This is an optimization exercise on Yosys and OpenROAD, whose aim is small area and few clock cycles, not a production implementation.
Where RTL was checked, it was by simulation tests only, not by an equivalence proof against the original.
Power figures rest on the tool's default switching activity, not on a simulated workload.

==> flow/design.v <==
module frame_codec_tx (
    input  wire        clk,
    input  wire        rst,
    input  wire        in_valid,
    input  wire [7:0]  in_data,
    output reg         in_ready,
    output reg         tx_valid,
    output reg  [7:0]  tx_data,
    output reg         tx_last,
    input  wire        tx_ready,
    output wire        rsp_valid,
    output wire [31:0] rsp_data,
    input  wire        rsp_ready
);
    localparam [3:0] S_C0  = 4'd0;    
    localparam [3:0] S_C1  = 4'd1;    
    localparam [3:0] S_C2  = 4'd2;    
    localparam [3:0] S_C3  = 4'd3;    
    localparam [3:0] S_TY  = 4'd4;    
    localparam [3:0] S_FC  = 4'd5;    
    localparam [3:0] S_SQ  = 4'd6;    
    localparam [3:0] S_LN  = 4'd7;    
    localparam [3:0] S_E0  = 4'd8;    
    localparam [3:0] S_E1  = 4'd9;    
    localparam [3:0] S_PY  = 4'd10;   
    localparam [3:0] S_K0  = 4'd11;   
    localparam [3:0] S_K1  = 4'd12;   
    localparam [3:0] S_DS  = 4'd13;   
    function [15:0] crc16_byte;
        input [15:0] crc_in;
        input [7:0]  b;
        integer k;
        reg [15:0] c;
        begin
            c = crc_in ^ {b, 8'h00};
            for (k = 0; k < 8; k = k + 1)
                c = c[15] ? ((c << 1) ^ 16'h1021) : (c << 1);
            crc16_byte = c;
        end
    endfunction
    reg        enabled;
    reg [7:0]  send_seq;
    reg [7:0]  sec_mode;
    reg [7:0]  frag_size;
    reg [3:0]  state;
    reg [2:0]  opc;         
    reg [7:0]  arg;
    reg [15:0] rem;         
    reg [7:0]  cnt;         
    reg        frag;        
    reg [15:0] crc;
    reg        rsp_pend;
    wire [1:0] rsp_code = cnt[1:0];
    wire       rsp_rd   = cnt[2];
    reg [7:0] rd_val;
    always @(*) begin
        case (arg[2:0])
            3'd0:    rd_val = {7'h00, enabled};
            3'd1:    rd_val = send_seq;
            3'd3:    rd_val = sec_mode;
            3'd4:    rd_val = frag_size;
            default: rd_val = 8'h00;
        endcase
        if (!rsp_rd) rd_val = 8'h00;
    end
    assign rsp_valid = rsp_pend;
    assign rsp_data  = {8'h00, rd_val, 12'h000,
                        rsp_code == 2'd3, rsp_code[1] ^ rsp_code[0],
                        rsp_code[1] ^ rsp_code[0], rsp_code == 2'd2};
    wire chk = (arg[1:0] == 2'd0) ? sec_mode[4] :
               (arg[1:0] == 2'd1 && arg[7:2] != 6'h00 && arg[7:2] != 6'h12) ? sec_mode[0] :
               1'b0;
    wire send_go  = (opc == 3'd5) && enabled;
    wire in_c3    = (state == S_C3);
    wire frag_now = ((in_c3 ? in_data : rem[15:8]) != 8'h00) || (rem[7:0] > frag_size);
    wire [7:0] fc = {3'b000, (state == S_LN) ? 1'b0 : frag_now, 1'b0, 1'b1, chk, 1'b0};
    always @(*) begin
        in_ready = 1'b0;
        tx_valid = 1'b0;
        tx_data  = 8'h00;
        tx_last  = 1'b0;
        case (state)
            S_C0: in_ready = 1'b1;
            S_C1: in_ready = !rsp_pend;
            S_C2: begin
                in_ready = !rsp_pend && (!send_go || tx_ready);
                tx_valid = !rsp_pend && send_go && in_valid;
                tx_data  = arg;
            end
            S_C3: begin
                in_ready = !rsp_pend && (!send_go || tx_ready);
                tx_valid = !rsp_pend && send_go && in_valid;
                tx_data  = fc;
            end
            S_TY: begin tx_valid = 1'b1; tx_data = arg; end
            S_FC: begin tx_valid = 1'b1; tx_data = fc; end
            S_SQ: begin tx_valid = 1'b1; tx_data = crc[7:0]; end
            S_LN: begin
                tx_valid = 1'b1;
                tx_data  = frag ? frag_size + 8'd2 : rem[7:0];
                tx_last  = !frag && (rem[7:0] == 8'h00) && !chk;
            end
            S_E0: begin tx_valid = 1'b1; tx_data = rem[7:0]; end
            S_E1: begin tx_valid = 1'b1; tx_data = rem[15:8]; end
            S_PY: begin
                in_ready = tx_ready;
                tx_valid = in_valid;
                tx_data  = in_data;
                tx_last  = (cnt == 8'd1) && !chk;
            end
            S_K0: begin tx_valid = 1'b1; tx_data = crc[7:0]; end
            S_K1: begin tx_valid = 1'b1; tx_data = crc[15:8]; tx_last = 1'b1; end
            S_DS: in_ready = 1'b1;
            default: ;
        endcase
    end
    wire in_fire = in_valid && in_ready;
    wire tx_fire = tx_valid && tx_ready;
    wire [15:0] crc_next = crc16_byte(crc, tx_data);
    wire [15:0] len = {in_data, rem[7:0]};
    always @(posedge clk) begin
        if (rst) begin
            enabled   <= 1'b0;
            send_seq  <= 8'h00;
            sec_mode  <= 8'h00;
            frag_size <= 8'd16;
            state     <= S_C0;
            rsp_pend  <= 1'b0;
            opc       <= 3'd0;
            arg       <= 8'h00;
            rem       <= 16'h0;
            cnt       <= 8'h00;
            frag      <= 1'b0;
            crc       <= 16'h0;
        end else begin
            if (rsp_pend && rsp_ready)
                rsp_pend <= 1'b0;
            case (state)
                S_C0: if (in_fire) begin
                    if (in_data[7:4] == 4'h0 && in_data[3] == 1'b0 && in_data[2:0] != 3'd0 &&
                        in_data[2:0] != 3'd6)
                        opc <= in_data[2:0];
                    else if (in_data[3:0] == 4'h5 || in_data[3:0] == 4'h6)
                        opc <= 3'd6;
                    else
                        opc <= 3'd0;
                    state <= S_C1;
                end
                S_C1: if (in_fire) begin
                    arg   <= in_data;
                    state <= S_C2;
                end
                S_C2: if (in_fire) begin
                    rem[7:0] <= in_data;
                    state    <= S_C3;
                end
                S_C3: if (in_fire) begin
                    rem[15:8] <= in_data;
                    cnt       <= 8'h00;
                    state     <= S_C0;
                    rsp_pend  <= 1'b1;
                    case (opc)
                        3'd1: begin
                            enabled   <= 1'b1;
                            send_seq  <= 8'h00;
                            sec_mode  <= 8'h00;
                            frag_size <= 8'd16;
                        end
                        3'd2: begin
                            if (!enabled)
                                cnt[1:0] <= 2'd1;
                            enabled   <= 1'b0;
                            send_seq  <= 8'h00;
                            sec_mode  <= 8'h00;
                            frag_size <= 8'd16;
                        end
                        3'd3: begin
                            if (!enabled)
                                cnt[1:0] <= 2'd1;
                            else if (arg == 8'd0 || arg > 8'd250)
                                cnt[1:0] <= 2'd2;
                            else
                                frag_size <= arg;
                        end
                        3'd4: begin
                            if (!enabled)
                                cnt[1:0] <= 2'd1;
                            else
                                sec_mode <= arg;
                        end
                        3'd5: begin
                            if (!enabled) begin
                                cnt[1:0] <= 2'd1;
                                if (len != 16'h0) begin
                                    rsp_pend <= 1'b0;
                                    state    <= S_DS;
                                end
                            end else begin
                                frag     <= frag_now;
                                crc      <= {8'h00, send_seq};
                                rsp_pend <= 1'b0;
                                state    <= S_SQ;
                            end
                        end
                        3'd7: begin
                            if (arg[7:3] != 5'h00)
                                cnt[1:0] <= 2'd2;
                            else
                                cnt[2] <= 1'b1;
                        end
                        default: begin
                            cnt[1:0] <= 2'd3;
                            if (opc == 3'd6 && len != 16'h0) begin
                                rsp_pend <= 1'b0;
                                state    <= S_DS;
                            end
                        end
                    endcase
                end
                S_TY: if (tx_fire) state <= S_FC;
                S_FC: if (tx_fire) begin
                    frag  <= frag_now;
                    crc   <= {8'h00, send_seq};
                    state <= S_SQ;
                end
                S_SQ: if (tx_fire) begin
                    crc   <= crc_next;
                    state <= S_LN;
                end
                S_LN: if (tx_fire) begin
                    crc <= crc_next;
                    cnt <= tx_data;
                    if (frag)
                        state <= S_E0;
                    else if (rem[7:0] != 8'h00)
                        state <= S_PY;
                    else if (chk)
                        state <= S_K0;
                    else begin
                        send_seq <= send_seq + 8'd1;
                        rsp_pend <= 1'b1;
                        state    <= S_C0;
                    end
                end
                S_E0: if (tx_fire) begin
                    crc   <= crc_next;
                    cnt   <= cnt - 8'd1;
                    state <= S_E1;
                end
                S_E1: if (tx_fire) begin
                    crc   <= crc_next;
                    cnt   <= cnt - 8'd1;
                    state <= S_PY;
                end
                S_PY: if (tx_fire) begin
                    crc <= crc_next;
                    cnt <= cnt - 8'd1;
                    rem <= rem - 16'd1;
                    if (cnt == 8'd1) begin
                        if (chk)
                            state <= S_K0;
                        else begin
                            send_seq <= send_seq + 8'd1;
                            if (frag)
                                state <= S_TY;
                            else begin
                                rsp_pend <= 1'b1;
                                state    <= S_C0;
                            end
                        end
                    end
                end
                S_K0: if (tx_fire) state <= S_K1;
                S_K1: if (tx_fire) begin
                    send_seq <= send_seq + 8'd1;
                    if (frag)
                        state <= S_TY;
                    else begin
                        rsp_pend <= 1'b1;
                        state    <= S_C0;
                    end
                end
                S_DS: if (in_fire) begin
                    rem <= rem - 16'd1;
                    if (rem == 16'd1) begin
                        rsp_pend <= 1'b1;
                        state    <= S_C0;
                    end
                end
                default: state <= S_C0;
            endcase
        end
    end
endmodule
export LEC_CHECK = 0
export CAP_MARGIN = 20
export CORE_MARGIN = 2
export CORE_UTILIZATION = 40
export CTS_BUF_LIST = sky130_fd_sc_hd__clkbuf_4 sky130_fd_sc_hd__clkbuf_8
export GPL_TIMING_DRIVEN = 0
export PLACE_DENSITY = 0.6
export SLEW_MARGIN = 20
create_clock -name core_clock -period 5.0 [get_ports {clk}]
standard.sh (not shown) runs the stock make flow with config.mk's settings and CLKGATE_MAP_FILE= SYNTH_SCRIPT=/design/flow/synth_recipe.tcl, a recipe that flattens the netlist after the stock synthesis.
==> flow/flow/run.sh <==
#!/bin/bash
# The standard layout (standard.sh) with these changes:
#  - synthesis: every abc call of synth_recipe.tcl maps with flow/abc_area.script,
#    an area-oriented script without buffering, instead of ORFS's speed script.
#    Flip-flops are mapped before abc, so the registers are the standard
#    synthesis's.
#  - the extra ORFS make variables in flow/make_args.txt (one per line):
#    no adder pre-mapping (abc maps the arithmetic too),
#    removing yosys's pass-through buffers at floorplan, the port buffer cell,
#    and the clock tree options.
set -euo pipefail
here=$(pwd)
{
  head -1 synth_recipe.tcl
  cat <<TCL
proc abc {args} {
  set new {}
  set skip 0
  foreach a \$args {
    if {\$skip} { set skip 0; continue }
    if {\$a eq "-script"} { set skip 1; continue }
    lappend new \$a
  }
  yosys abc -script $here/flow/abc_area.script {*}\$new
}
TCL
  tail -n +2 synth_recipe.tcl
} > area_synth.tcl
# standard.sh's make line, with our synthesis script and extra variables
python3 - "$here" <<'PY'
import re, shlex, sys
here = sys.argv[1]
extra = []
try:
    for line in open('flow/make_args.txt'):
        line = line.rstrip('\n')
        if line and not line.startswith('#'):
            extra.append(shlex.quote(line))
except FileNotFoundError:
    pass
s = open('standard.sh').read()
new = 'SYNTH_SCRIPT=' + here + '/area_synth.tcl ' + ' '.join(extra)
s = re.sub(r'SYNTH_SCRIPT=\S+', lambda m: new, s, count=1)
open('area_standard.sh', 'w').write(s)
PY
bash area_standard.sh > flow_make.log 2>&1
==> flow/flow/abc_area.script <==
strash
&get -n
&deepsyn -J 50
&put
balance -l
resub -K 6 -l
rewrite -l
resub -K 6 -N 2 -l
refactor -l
resub -K 8 -l
balance -l
resub -K 8 -N 2 -l
rewrite -l
resub -K 10 -l
rewrite -z -l
resub -K 10 -N 2 -l
balance -l
resub -K 12 -l
refactor -z -l
resub -K 12 -N 2 -l
rewrite -z -l
balance -l
&get -n
&dch -f
&nf -R 1000
&put
topo
==> flow/flow/make_args.txt <==
ADDER_MAP_FILE=
REMOVE_ABC_BUFFERS=1
SKIP_REPAIR_TIE_FANOUT=1
BUFFER_PORTS_ARGS=-buffer_cell sky130_fd_sc_hd__buf_1
CTS_ARGS=-sink_clustering_enable -repair_clock_nets -buf_list {sky130_fd_sc_hd__clkbuf_4 sky130_fd_sc_hd__clkbuf_8} -dont_use_dummy_load
The starting point went through all stages and came out clean.
Testbench counts at the start, summed over its fixed seeds: cycles 61,323.
Edit:
--- a/flow/design.v
+++ b/flow/design.v
@@ -58,16 +58,16 @@
             3'd0:    rd_val = {7'h00, enabled};
             3'd1:    rd_val = send_seq;
             3'd3:    rd_val = sec_mode;
             3'd4:    rd_val = frag_size;
             default: rd_val = 8'h00;
         endcase
-        if (!rsp_rd) rd_val = 8'h00;
+        if (opc != 3'd7 || arg[7:3] != 5'h00) rd_val = 8'h00;
     end
     assign rsp_valid = rsp_pend;
-    assign rsp_data  = {8'h00, rd_val, 12'h000,
+    assign rsp_data  = {8'h00, crc[7:0], 12'h000,
                         rsp_code == 2'd3, rsp_code[1] ^ rsp_code[0],
                         rsp_code[1] ^ rsp_code[0], rsp_code == 2'd2};
     wire chk = (arg[1:0] == 2'd0) ? sec_mode[4] :
                (arg[1:0] == 2'd1 && arg[7:2] != 6'h00 && arg[7:2] != 6'h12) ? sec_mode[0] :
                1'b0;
     wire send_go  = (opc == 3'd5) && enabled;
@@ -154,12 +154,13 @@
                     rem[7:0] <= in_data;
                     state    <= S_C3;
                 end
                 S_C3: if (in_fire) begin
                     rem[15:8] <= in_data;
                     cnt       <= 8'h00;
+                    crc       <= {8'h00, rd_val};
                     state     <= S_C0;
                     rsp_pend  <= 1'b1;
                     case (opc)
                         3'd1: begin
                             enabled   <= 1'b1;
                             send_seq  <= 8'h00;
@@ -202,14 +203,12 @@
                                 state    <= S_SQ;
                             end
                         end
                         3'd7: begin
                             if (arg[7:3] != 5'h00)
                                 cnt[1:0] <= 2'd2;
-                            else
-                                cnt[2] <= 1'b1;
                         end
                         default: begin
                             cnt[1:0] <= 2'd3;
                             if (opc == 3'd6 && len != 16'h0) begin
                                 rsp_pend <= 1'b0;
                                 state    <= S_DS;
@@ -235,12 +234,13 @@
                     else if (rem[7:0] != 8'h00)
                         state <= S_PY;
                     else if (chk)
                         state <= S_K0;
                     else begin
                         send_seq <= send_seq + 8'd1;
+                        crc      <= 16'h0;
                         rsp_pend <= 1'b1;
                         state    <= S_C0;
                     end
                 end
                 S_E0: if (tx_fire) begin
                     crc   <= crc_next;
@@ -258,24 +258,26 @@
                     rem <= rem - 16'd1;
                     if (cnt == 8'd1) begin
                         if (chk)
                             state <= S_K0;
                         else begin
                             send_seq <= send_seq + 8'd1;
+                            crc      <= 16'h0;
                             if (frag)
                                 state <= S_TY;
                             else begin
                                 rsp_pend <= 1'b1;
                                 state    <= S_C0;
                             end
                         end
                     end
                 end
                 S_K0: if (tx_fire) state <= S_K1;
                 S_K1: if (tx_fire) begin
                     send_seq <= send_seq + 8'd1;
+                    crc      <= 16'h0;
                     if (frag)
                         state <= S_TY;
                     else begin
                         rsp_pend <= 1'b1;
                         state    <= S_C0;
                     end
=> The new run passed the timing, DRC and antenna checks. Synthesized cell count came out lower by 0.51%. Synthesized area came out higher by 0.60%. Die area came out higher by 0.58%. Final area came out lower by 1.5%. Register-to-register slack loses 0.24 ns. Hold slack loses 0.0031 ns. First-iteration DRC count came out higher by about 7%. Total power came out lower by 50%.
For the second run of this note, only the layout was checked, not whether the RTL still works.

-- what the ideal ports hide --
The flow's constraints put no driver on any port. The routed layouts listed below were extracted and timed again, unchanged, in two steps. Step 1: set_driving_cell puts a clkbuf_16 on clk and a buf_2 on each other input, an assumption about the parent block. Step 2 moves the port delays by t, midway between the first and last clock arrival at a register: inputs arrive t later, outputs are due t later. That takes back most of the time a late clock gives input paths. Three values: ideal, step 1, step 2; two values: the first two.
run	shift t [ns]	setup WS [ns]	worst slew at a driven data input, ns
the first run	0.398	0.632 / 0.596 / 0.768	0.03
the second run	0.397	0.533 / 0.532 / 0.532	0.03
After both steps setup and hold are still met in every run listed. The setup slack of the second run, which loses most, moves by -0.001 ns with the drivers and by -0.001 ns with both steps.
